Context: an optimization exercise on an open-source flow, tuned for small area, a short achievable clock period and few clock cycles. The choices shown serve that exercise and are no tape-out recipe. The RTL was checked by simulation tests, not by an equivalence proof against the original design.

==> trial 55 <==
==> flow/design.v (excerpt) <==
module bvx (
    input  wire        clk,
    input  wire        rst,          
    input  wire        req_valid,
    input  wire        req_write,
    input  wire        req_word,     
    input  wire [9:0]  req_addr,
    input  wire [31:0] req_wdata,
    output reg         rsp_valid,
    output reg         rsp_err,
    output reg  [31:0] rsp_rdata
);
clock: 10.0 ns
lec_check: 0
cap_margin: 20
cell_pad_in_sites_global_placement: 2
core_margin: 2
core_utilization: 30
place_density: 0.38
slew_margin: 20
standard.sh (not shown) runs the stock make flow with config.mk's settings and CLKGATE_MAP_FILE= SYNTH_SCRIPT=/design/flow/synth_recipe.tcl, a recipe that flattens the netlist after the stock synthesis.
==> flow/flow/run.sh <==
#!/bin/bash
# Standard layout, with timing repair aiming at 6 ns of setup margin.
set -o pipefail
export SETUP_SLACK_MARGIN=6
bash standard.sh > standard.log 2>&1
==> build 65: changes against trial 55 <==
--- a/flow/design.v
+++ b/flow/design.v
@@ -55,14 +55,17 @@
     reg [3:0]    eo;            
     reg [3:0]    pm;            
     reg          pb2, pb16;     
     reg          cNW, cGap, cDP, cP;    
     reg          perr, pneg, povf, pfull;
     reg [7:0]    pe;            
     reg [127:0]  acc;
+    reg          aclr;          
+    reg          cpend;         
+    reg [3:0]    pcr;           
     wire [9:0] a      = req_addr;
     wire       a_reg  = (a[9:8] == 2'b00);
     wire       a_tin  = (a[9:8] == 2'b01);
     wire       a_tout = (a[9:8] == 2'b10);
     wire       w_ok   = ~req_word | (a[1:0] == 2'b00);
     wire acc_cmd     = a_reg & req_word & (a[7:0] == 8'h00);
     wire acc_status  = a_reg & req_word & (a[7:0] == 8'h04);
@@ -90,20 +93,29 @@
     wire        x_ok    = x_cmd & w_leg & ~(w_pt & ~w_bok);
     wire        p_start = x_ok & (w_op == 4'h9) & (tlen != 9'd0);
     wire        w_bitop   = (w_op == 4'h5) | (w_op == 4'h6) | (w_op == 4'h7) | (w_op == 4'h8);
     wire [3:0]  w_bidx    = w_bitop ? w[22:19] : w[19:16];
     wire [3:0]  w_baddr   = w_rev ? ~w_bidx : w_bidx;
     wire [2:0]  w_bpos    = w_rev ? w[18:16] : ~w[18:16];      
     wire [3:0]  w_bsel    = w_rev ? w_bidx : ~w_bidx;         
-    wire [7:0]  w_byte    = sv[8*w_bsel +: 8];
+    wire         commit_now = cpend & (pcr == 4'd0);
+    wire [127:0] sv_eff     = commit_now ? acc : sv;
+    wire [7:0]  w_byte    = sv_eff[8*w_bsel +: 8];
     wire        w_bitval  = w_byte[w_bpos];
     wire        w_setval  = (w_op == 4'h7) | ((w_op == 4'h6) & w[5]);
     wire [8:0]   lm1  = tlen - 9'd1;
-    wire [3:0]   rsel = pact ? lsel : a[7:4];
-    wire [127:0] line = tin[128*rsel +: 128];
+    reg          trd;           
+    reg  [3:0]   hsel;          
+    reg  [3:0]   hlo;           
+    reg          hword;         
+    wire         r_trd = req_valid & ~req_write & a_tin & w_ok;
+    wire [3:0]   rsel  = pact ? lsel : hsel;
+    wire [127:0] line  = tin[128*rsel +: 128];
+    wire [31:0]  tword = line[32*hlo[3:2] +: 32];
+    wire [31:0]  tdata = hword ? tword : {24'd0, tword[8*hlo[1:0] +: 8]};
     wire        last = (pk == kl);
     reg  [15:0] W, S, M, D, P, X;
     reg  [63:0] val;
     reg  [7:0]  c;
     reg         bey, d09, dAF;
     always @* begin
         for (i = 0; i < 16; i = i + 1) begin
@@ -135,15 +147,15 @@
         for (i = 0; i < 16; i = i + 1)
             if (NW[i]) lnw = i;
     end
     wire [3:0] q_g    = pb2 ? 4'd8 : 4'd2;           
     wire [3:0] eo1    = eo + 4'd1;
     wire       c_ovf  = D[eo] & (pm == q_g);
     wire       c_full = D[eo1] & (pm == ((eo == 4'd15) ? q_g - 4'd1 : q_g));
-    wire proc = pact;
+    wire proc = pact & ~aclr;
     wire u_err  = perr | (|errv);
     wire u_NW   = cNW  | anyNW;
     wire u_Gap  = cGap | (|gv);
     wire u_DP   = cDP  | (|DP);
     wire u_P    = cP   | (|P);
     wire u_neg  = pneg ^ (^M);
     wire u_ovf  = povf | c_ovf;
@@ -240,87 +252,105 @@
     wire [31:0] binword = {7'b0011000, bnib[0], 7'b0011000, bnib[1],
                            7'b0011000, bnib[2], 7'b0011000, bnib[3]};
     reg [31:0] rword, rd;
     always @* begin
         case (a[9:8])
             2'b00: begin
                 case (a[4:2])
-                    3'd1:    rword = {24'd0, fault, 3'd0, code};
+                    3'd1:    rword = {24'd0, fault, 3'd0, cpend ? pcr : code};
                     3'd2:    rword = {24'd0, result};
                     3'd3:    rword = fault_info;
                     3'd4:    rword = {23'd0, tlen};
                     3'd5:    rword = {24'd0, ol_set ? (sn_bin ? 8'd128 : 8'd47) : 8'd0};
                     default: rword = 32'h0010_0080;
                 endcase
             end
-            2'b01:   rword = line[32*a[3:2] +: 32];
-            default: rword = sn_bin ? binword : hexword;
+            2'b10:   rword = sn_bin ? binword : hexword;
+            default: rword = 32'd0;
         endcase
         if (req_word | a_reg)
             rd = rword;
         else
             rd = {24'd0, rword[8*a[1:0] +: 8]};
     end
+    reg          wp;            
+    reg  [7:0]   wp_a;
+    reg          wp_word;
+    reg  [31:0]  wp_d;
+    always @(posedge clk) begin
+        wp      <= x_tin;
+        wp_a    <= a[7:0];
+        wp_word <= req_word;
+        wp_d    <= w;
+    end
     genvar gj;
     generate
         for (gj = 0; gj < 256; gj = gj + 1) begin : g_tin
-            wire we = x_tin & (a[7:2] == gj / 4) & (req_word | (a[1:0] == gj % 4));
+            wire we = wp & (wp_a[7:2] == gj / 4) & (wp_word | (wp_a[1:0] == gj % 4));
             always @(posedge clk)
-                if (we) tin[8*gj +: 8] <= req_word ? w[8*(gj % 4) +: 8] : w[7:0];
+                if (we) tin[8*gj +: 8] <= wp_word ? wp_d[8*(gj % 4) +: 8] : wp_d[7:0];
         end
     endgenerate
     wire sv_clr    = x_ok & (w_op == 4'h1);
     wire sv_fill   = x_ok & (w_op == 4'h2);
     wire sv_setb   = x_ok & (w_op == 4'h4);
     wire sv_setbit = x_ok & ((w_op == 4'h6) | (w_op == 4'h7) | (w_op == 4'h8));
-    wire sv_commit = pact & done & (pcode == 4'd0);
     generate
         for (gj = 0; gj < 128; gj = gj + 1) begin : g_sv
             wire bsel = (w_baddr == 15 - gj / 8);
             wire we   = bsel & (sv_setb | (sv_setbit & (w_bpos == gj % 8)));
             always @(posedge clk)
                 if (rst | sv_clr)   sv[gj] <= 1'b0;
                 else if (sv_fill)   sv[gj] <= 1'b1;
-                else if (sv_commit) sv[gj] <= acc_nx[gj];
-                else if (we)        sv[gj] <= sv_setb ? w_imm[gj % 8] : w_setval;
+                else if (we)         sv[gj] <= sv_setb ? w_imm[gj % 8] : w_setval;
+                else if (commit_now) sv[gj] <= acc[gj];
         end
     endgenerate
     always @(posedge clk) begin
-        rsp_rdata <= rd;
+        rsp_rdata <= trd ? tdata : rd;
+        hsel      <= r_trd ? a[7:4] : 4'd0;
+        hlo       <= a[3:0];
+        hword     <= req_word;
         lreg      <= line;
         if (rst) begin
             rsp_valid  <= 1'b0;
             rsp_err    <= 1'b0;
+            trd        <= 1'b0;
             code       <= 4'd0;
             fault      <= 1'b0;
             result     <= 8'd0;
             fault_info <= 32'd0;
             tlen       <= 9'd0;
             ol_set     <= 1'b0;
             pact       <= 1'b0;
             acc        <= 128'd0;
+            aclr       <= 1'b0;
+            cpend      <= 1'b0;
         end else begin
-            rsp_valid <= (req_valid & ~p_start) | (pact & done);
+            rsp_valid <= (req_valid & ~p_start & ~r_trd) | trd | (pact & done);
+            trd       <= r_trd;
             rsp_err   <= req_valid & ~legal;
             if (x_tlen) tlen <= w[8:0];
+            cpend <= 1'b0;
+            if (cpend) code <= pcr;
             if (x_fault) begin
                 fault      <= 1'b1;
                 fault_info <= w;
                 code       <= w_leg ? 4'd4 : 4'd5;
             end else if (x_ok) begin
                 case (w_op)
                     4'h3: begin result <= w_byte; code <= 4'd0; end
                     4'h5: begin result <= {7'd0, w_bitval}; code <= 4'd0; end
                     4'h1, 4'h2, 4'h4, 4'h6, 4'h7, 4'h8: code <= 4'd0;
                     4'h9: if (tlen == 9'd0) code <= 4'd1;
                     4'hA: begin
                         if (w_imm == 8'd10) begin
                             code <= 4'd3;
                         end else begin
-                            sn     <= sv;
+                            sn     <= sv_eff;
                             sn_bin <= (w_imm == 8'd2);
                             ol_set <= 1'b1;
                             code   <= 4'd0;
                         end
                     end
                     default: ;
                 endcase
@@ -331,32 +361,38 @@
                 pm    <= pm - 4'd1;
                 if (proc) begin
                     cNW  <= u_NW;  cGap <= u_Gap; cDP  <= u_DP;  cP   <= u_P;
                     perr <= u_err; pneg <= u_neg; povf <= u_ovf; pfull <= u_full;
                     pe   <= u_e;
                 end
                 if (done) begin
-                    pact <= 1'b0;
-                    code <= pcode;
+                    pact  <= 1'b0;
+                    cpend <= 1'b1;
                 end
-                if (restart) begin
-                    pk    <= 4'd0;
-                    pm    <= u_e[7:4];
-                    lsel  <= (u_e[7:4] == 4'd0) ? 4'd0 : 4'd1;
+                if (fin) begin
+                    pcr   <= pcode;
+                    lsel  <= 4'd0;
                     kl    <= u_e[7:4];
                     eo    <= u_e[3:0];
                     cNW  <= 1'b0; cGap <= 1'b0; cDP <= 1'b0; cP <= 1'b0;
                     perr <= 1'b0; pneg <= 1'b0; povf <= 1'b0; pfull <= 1'b0;
                 end
+                aclr <= restart;
+                if (aclr) begin
+                    pk   <= 4'd0;
+                    pm   <= kl;
+                    lsel <= (kl == 4'd0) ? 4'd0 : 4'd1;
+                end
             end
-            acc <= (done | restart) ? 128'd0 : acc_nx;
+            acc <= (cpend | aclr) ? 128'd0 : acc_nx;
             if (p_start) begin
                 pact  <= 1'b1;
                 pk    <= 4'd0;
-                lsel  <= (lm1[7:4] == 4'd0) ? 4'd0 : 4'd1;
+                aclr  <= wp;
+                lsel  <= (wp | (lm1[7:4] == 4'd0)) ? 4'd0 : 4'd1;
                 kl    <= lm1[7:4];
                 eo    <= lm1[3:0];
                 pm    <= lm1[7:4];
                 pb2   <= (w_imm == 8'd2);
                 pb16  <= (w_imm == 8'd16);
                 cNW  <= 1'b0; cGap <= 1'b0; cDP <= 1'b0; cP <= 1'b0;
                 perr <= 1'b0; pneg <= 1'b0; povf <= 1'b0; pfull <= 1'b0;
==> flow/run.sh (new file) <==
#!/bin/bash
# synth_recipe.tcl (not shown) runs the flow's synth.tcl, then flattens the netlist and writes it again
# the make line also repeats each setting of config.mk as NAME=value (left out here)
make -C /OpenROAD-flow-scripts/flow DESIGN_CONFIG=/design/flow/config.mk WORK_HOME=/design/flow/orfs CLKGATE_MAP_FILE= SYNTH_SCRIPT=/design/flow/synth_recipe.tcl finish
- CORE_UTILIZATION: 30 -> 50
- PLACE_DENSITY: 0.38 -> 0.6
- SETUP_SLACK_MARGIN: unset -> 5
removed: flow/flow/run.sh
removed: flow/standard.sh
==> comparison table <==
	trial 55	build 65
Status	finished clean	finished clean
N_diodes	7	39
Drt wl/cell	38.1 um	36.1 um
Worst slack after detailed placement	1950 ps	2620 ps
Detail Route met3 WL	25900 um	37300 um
Placeable Area	399000 um2	244000 um2
CP endpoint	sv[103]	rsp_rdata[3]
Met3 GRT Util	3.58%	7.04%
Number of placement rows	232	181
Mean Syn Cell Area	14.1 um2	13.7 um2
Drt initial violations	7278	10400
Wire length of the first global-routing pass	755000 um	620000 um
Cell area after layout	159000 um2	139000 um2
Well Taps	5265	3202
Critical Path AT	6010 ps	5820 ps
Detailed-placement wirelength estimate	357000 um	314000 um
Worst r2r dst	sv[103]	rsp_rdata[3]
Fraction of the mapped netlist area in simple logic gates	9.33%	8.95%
Multi-input gates	5213	5461
Testbench counts of trial 55, summed over its fixed seeds: cycles 20,758.
Testbench counts of build 65, summed over its fixed seeds: cycles 20,931.

[afterwards: timing with drivers on the ports]
The flow's constraints put no driver on any port. The routed layouts listed below were extracted and timed again, unchanged, in two steps. Step 1: set_driving_cell puts a clkbuf_16 on clk and a buf_2 on each other input, an assumption about the parent block. Step 2 adds t to the input delays and takes it off the output delays; t is the mean of the earliest and latest rising clock arrival at the registers after step 1. Input paths then give back, and output paths get back, about the clock's delay inside the block. a / b / c = no drivers / after step 1 / after step 2; a / b = the first two.
| run | t, ns | setup WS [ns] | hold slack, ns | pins driven straight from the clock port |
|---|---|---|---|---|
| trial 55 | 1.035 | 4.822 / 4.822 / 4.114 | 0.471 / 0.471 / 0.471 | 1 |
| build 65 | 1.030 | 4.985 / 4.985 / 4.065 | 0.495 / 0.495 / 0.495 | 1 |
After both steps setup and hold are still met in every run listed. For build 65, which loses most, drivers alone change the setup slack by 0.000 ns; drivers and shift together by -0.920 ns.
